This is an optimization exercise on Yosys and OpenROAD, whose aim is small area, a short achievable clock period and few clock cycles per item, not a production implementation.
Where RTL was checked, it was by simulation tests only, not by an equivalence proof against the original.
Power is estimated from default activity; no workload was simulated.

==> module varint_unit, before the edit <==
module varint_unit (
  input             clk,
  input             rst,
  input             cmd_valid,
  output            cmd_ready,
  input      [7:0]  cmd_op,
  input      [63:0] cmd_arg,
  output            snk_valid,
  output     [7:0]  snk_data,
  input             snk_ready,
  input      [1:0]  snk_resp,
  output            src_req,
  input             src_ready,
  input      [7:0]  src_data,
  input      [1:0]  src_resp,
  output            rsp_valid,
  output     [3:0]  rsp_status,
  output     [63:0] rsp_res,
  output     [79:0] rsp_buf
);
  genvar g;
  integer i;
  reg        rdy;       
  reg        pv;        
  reg        cls_e, cls_d, cls_b, cls_c;    
  reg [63:0] val;       
  reg        ex_e;      
  reg        ex_d;      
  reg        ex_i;      
  reg [7:0]  sd;        
  reg [3:0]  k;         
  reg        rv;        
  reg [2:0]  rst_st;    
  reg [9:0]  rdec;      
  reg [3:0]  cnt;       
  reg [8:0]  rcont;     
  assign cmd_ready  = rdy;
  assign snk_valid  = ex_e;
  assign snk_data   = sd;
  assign src_req    = ex_d;
  assign rsp_valid  = rv;
  assign rsp_status = {1'b0, rst_st};
  wire [63:0] rmask;
  generate
    for (g = 0; g < 9; g = g + 1) begin : g_rmask
      assign rmask[7*g +: 7] = {7{rdec[g]}};
    end
  endgenerate
  assign rmask[63] = rdec[9];
  assign rsp_res    = {val[63:4] & rmask[63:4], rdec[0] ? val[3:0] : cnt};
  generate
    for (g = 0; g < 9; g = g + 1) begin : g_buf
      assign rsp_buf[8*g +: 7] = val[7*g +: 7];
      assign rsp_buf[8*g + 7]  = rcont[g];
    end
  endgenerate
  assign rsp_buf[79:72] = {7'd0, val[63]};
  wire c_e = (cmd_op == 8'h00);
  wire c_b = (cmd_op == 8'h01);
  wire c_c = (cmd_op == 8'h02);
  wire c_d = (cmd_op == 8'h10);
  wire acc = cmd_valid & rdy;
  wire e_err  = snk_resp != 2'd0;
  wire e_step = ex_e & snk_ready;
  wire e_adv  = e_step & sd[7];
  wire e_fin  = e_step & (e_err | ~sd[7]);
  wire d_err  = src_resp != 2'd0;
  wire d_pull = ex_d & src_ready;
  wire d_last = (k == 4'd9);
  wire d_fin  = d_pull & (d_err | ~src_data[7] | d_last);
  wire fin    = e_fin | d_fin | ex_i;
  wire exfree = fin | ~(ex_e | ex_d | ex_i);
  wire st_pend = exfree & pv;
  wire st_cmd  = exfree & ~pv & acc;
  wire s_e     = pv ? cls_e : c_e;
  wire s_d     = pv ? cls_d : c_d;
  wire s_b     = pv ? cls_b : c_b;
  wire [63:0] s_arg = pv ? val : cmd_arg;
  wire start_e = (st_pend | st_cmd) & s_e;
  wire start_d = (st_pend | st_cmd) & s_d;
  wire start_i = (st_pend | st_cmd) & ~s_e & ~s_d;
  wire val_more = |val[63:14];      
  wire [9:0] nz;
  generate
    for (g = 0; g < 9; g = g + 1) begin : g_nz
      assign nz[g] = |val[7*g +: 7];
    end
  endgenerate
  assign nz[9] = val[63];
  wire [3:0] vlen = nz[9] ? 4'd10 : nz[8] ? 4'd9 : nz[7] ? 4'd8 : nz[6] ? 4'd7 :
                    nz[5] ? 4'd6  : nz[4] ? 4'd5 : nz[3] ? 4'd4 : nz[2] ? 4'd3 :
                    nz[1] ? 4'd2  : 4'd1;
  wire [8:0] vcont;
  generate
    for (g = 0; g < 9; g = g + 1) begin : g_cont
      assign vcont[g] = |val[63:7*g+7];
    end
  endgenerate
  wire s_more = pv ? vcont[0] : |cmd_arg[63:7];
  wire pv_next   = (acc & ~exfree) | (pv & ~exfree);
  wire d_next    = exfree ? start_d : ex_d;
  wire more_next = exfree ? (start_e & s_more) : (ex_e & (e_adv ? val_more : sd[7]));
  always @(posedge clk) begin
    if (rst) begin
      rdy  <= 1'b1;
      pv   <= 1'b0;
      ex_e <= 1'b0;
      ex_d <= 1'b0;
      ex_i <= 1'b0;
      rv   <= 1'b0;
    end else begin
      rdy  <= ~pv_next & ~more_next & ~d_next & ~(start_i & s_b);
      pv   <= pv_next;
      if (exfree) begin
        ex_e <= start_e;
        ex_d <= start_d;
        ex_i <= start_i;
      end
      rv   <= fin;
    end
  end
  always @(posedge clk) begin
    if (exfree) k <= 4'd0;
    else if (e_adv | d_pull) k <= k + 4'd1;
  end
  always @(posedge clk) begin
    if (acc) begin
      cls_e <= c_e;
      cls_d <= c_d;
      cls_b <= c_b;
      cls_c <= c_c;
    end
  end
  always @(posedge clk) begin
    if (acc)
      val <= cmd_arg;
    else if (e_adv)
      val <= {7'd0, val[63:7]};
    else if (d_pull) begin
      for (i = 0; i < 9; i = i + 1)
        if (k == i)
          val[7*i +: 7] <= src_data[6:0];
      if (d_last)
        val[63] <= src_data[0];
    end
  end
  always @(posedge clk) begin
    if (start_e)
      sd <= {s_more, s_arg[6:0]};
    else if (e_adv)
      sd <= {val_more, val[13:7]};
  end
  always @(posedge clk) begin
    if (e_fin)
      rst_st <= ~e_err ? 3'd0 : snk_resp[1] ? 3'd6 : 3'd1;
    else if (d_fin)
      rst_st <= d_err ? (src_resp[1] ? 3'd6 : 3'd1) : (src_data[7] ? 3'd2 : 3'd0);
    else if (ex_i)
      rst_st <= (cls_b | cls_c) ? 3'd0 : 3'd7;
  end
  always @(posedge clk) begin
    for (i = 0; i < 10; i = i + 1)
      rdec[i] <= d_fin & (k >= i);
    cnt  <= e_fin ? k + 4'd1 : vlen;
  end
  always @(posedge clk) begin
    rcont <= vcont;
  end
endmodule
export LEC_CHECK = 0
export CAP_MARGIN = 20
export CORE_MARGIN = 2
export CORE_UTILIZATION = 45
export SETUP_SLACK_MARGIN = 2.5
export SLEW_MARGIN = 20
create_clock -name core_clock -period 5.0 [get_ports {clk}]
standard.sh (not shown) runs the stock make flow with config.mk's settings and CLKGATE_MAP_FILE= SYNTH_SCRIPT=/design/flow/synth_recipe.tcl, a recipe that flattens the netlist after the stock synthesis.
==> flow/flow/run.sh <==
#!/bin/bash
# Standard synthesis and layout, with two changes:
#  - the combinational logic of the standard synthesis netlist is re-mapped
#    by ABC with a delay-driven script (flip-flops untouched), see remap.sh;
#  - the port buffers are the small, fast buf_1 (instead of the default pick,
#    a clkdlybuf4s50_1 delay cell).
set -euo pipefail
BUF="BUFFER_PORTS_ARGS=-buffer_cell sky130_fd_sc_hd__buf_1"
R=orfs/results/$FLOW_PLATFORM/varint_unit/base
bash standard.sh "$BUF" synth > 1_standard_synth.log 2>&1
cp $R/1_2_yosys.v 1_2_yosys.standard.v
export DONT_USE_CELLS="$(awk '/^export DONT_USE_CELLS/{f=1} f{print} f&&!/\\$/{exit}' $FLOW_HOME/platforms/$FLOW_PLATFORM/config.mk | grep -oE 'sky130_fd_sc_hd__[A-Za-z0-9_]+' | tr '\n' ' ')"
bash flow/remap.sh $PWD/1_2_yosys.standard.v $PWD/1_2_yosys.remap.v $PWD/flow/abc_delay.script > 2_remap.log 2>&1
cp 1_2_yosys.remap.v $R/1_2_yosys.v
rm -f $R/1_synth.odb $R/1_synth.sdc
bash standard.sh "$BUF" finish > 3_standard_finish.log 2>&1
==> flow/flow/abc_delay.script <==
strash
dch -f
map -D 1000
topo
buffer -p
upsize -D 1000
dnsize -D 1000
==> flow/flow/remap.sh <==
#!/bin/bash
# Re-map the combinational logic of the standard synthesis netlist with a
# delay-driven ABC script. Flip-flops (and their instance names and cell
# types) are left exactly as the standard synthesis made them.
# usage: remap.sh IN.v OUT.v ABC_SCRIPT
set -euo pipefail
in=$1; out=$2; scr=$3
LIB=$FLOW_HOME/platforms/sky130hd/lib/sky130_fd_sc_hd__tt_025C_1v80.lib
seq=$(grep -oE 'sky130_fd_sc_hd__[a-z0-9_]+' "$in" | sort -u | grep -E '__(e?s?df|dl|sdf|edf|conb)' | tr '\n' ' ')
dontuse=""
for c in $DONT_USE_CELLS; do dontuse="$dontuse -dont_use $c"; done
printf 'set_driving_cell sky130_fd_sc_hd__buf_1\nset_load 5\n' > remap_abc.constr
cat > remap.ys <<EOT
read_liberty -ignore_miss_func $LIB
blackbox $seq
read_verilog $in
hierarchy -top $FLOW_TOP
flatten
opt_clean
techmap
opt -fast
abc -script $scr -liberty $LIB $dontuse -constr remap_abc.constr
opt_clean -purge
hilomap -singleton -hicell sky130_fd_sc_hd__conb_1 HI -locell sky130_fd_sc_hd__conb_1 LO
splitnets
rename -hide w:*.*
opt_clean -purge
stat -liberty $LIB
write_verilog -noattr -noexpr -nohex -nodec $out
EOT
yosys -s remap.ys
The baseline finished clean.
Next try:
--- a/flow/design.v
+++ b/flow/design.v
@@ -129,22 +129,26 @@
       cls_d <= c_d;
       cls_b <= c_b;
       cls_c <= c_c;
     end
   end
+  wire [63:0] val_d;
+  wire [9:0]  val_we;
+  generate
+    for (g = 0; g < 9; g = g + 1) begin : g_val
+      wire [6:0] shr7 = (g < 8) ? val[7*g+7 +: 7] : {6'd0, val[63]};
+      assign val_d[7*g +: 7] = rdy ? cmd_arg[7*g +: 7] : ex_e ? shr7 : src_data[6:0];
+    end
+    for (g = 0; g < 10; g = g + 1) begin : g_we
+      assign val_we[g] = acc | e_adv | (d_pull & (k == g));
+    end
+  endgenerate
+  assign val_d[63] = rdy ? cmd_arg[63] : ~ex_e & src_data[0];
   always @(posedge clk) begin
-    if (acc)
-      val <= cmd_arg;
-    else if (e_adv)
-      val <= {7'd0, val[63:7]};
-    else if (d_pull) begin
-      for (i = 0; i < 9; i = i + 1)
-        if (k == i)
-          val[7*i +: 7] <= src_data[6:0];
-      if (d_last)
-        val[63] <= src_data[0];
-    end
+    for (i = 0; i < 9; i = i + 1)
+      if (val_we[i]) val[7*i +: 7] <= val_d[7*i +: 7];
+    if (val_we[9]) val[63] <= val_d[63];
   end
   always @(posedge clk) begin
     if (start_e)
       sd <= {s_more, s_arg[6:0]};
     else if (e_adv)
=> Wire length came out lower by 1.0%; synthesized cell count hardly moves; global-route usage came out lower by 0.51 points; worst hold slack loses 0.013 ns; setup slack gains 0.15 ns; sequential power barely changes; via count came out higher by about 0.7%; clock skew came out higher by 0.0054 ns; area after synthesis came out lower by about 0.9%; cell area came out lower by about 2.2%; combinational power came out lower by about 24%; power came out lower by about 4.4%; fmax came out higher by 6.3%.
Testbench counts after the change, summed over its fixed seeds: cycles 21,216, items 4,800.
No functional check of the RTL was part of the first run of this note.

-- static timing again, ports no longer ideal --
In the flow no input, the clock included, has a driving cell. The finished layouts below were timed again as built, in two steps. Step 1, drivers: a clkbuf_16 drives clk and a buf_2 each remaining input, both assumed. Step 2 also shifts input and output timing later by t, the mid clock arrival at the registers, as if the neighbouring blocks saw the same clock. a / b / c = ideal / step 1 / step 2; a / b = the first two.
run | t, ns | slack for setup (ns) | slew at the worst register clock pin (ns) | worst data-port slew with drivers (ns) | pins driven straight from the clock port
the first run | 0.391 | 2.475 / 2.499 / 2.108 | 0.07 / 0.07 | 0.04 | 1
the second run | 0.389 | 2.625 / 2.604 / 2.271 | 0.08 / 0.08 | 0.04 | 1
After both steps setup and hold are still met in every run listed. For the first run, which loses most, drivers alone change the setup slack by +0.024 ns; drivers and shift together by -0.367 ns.
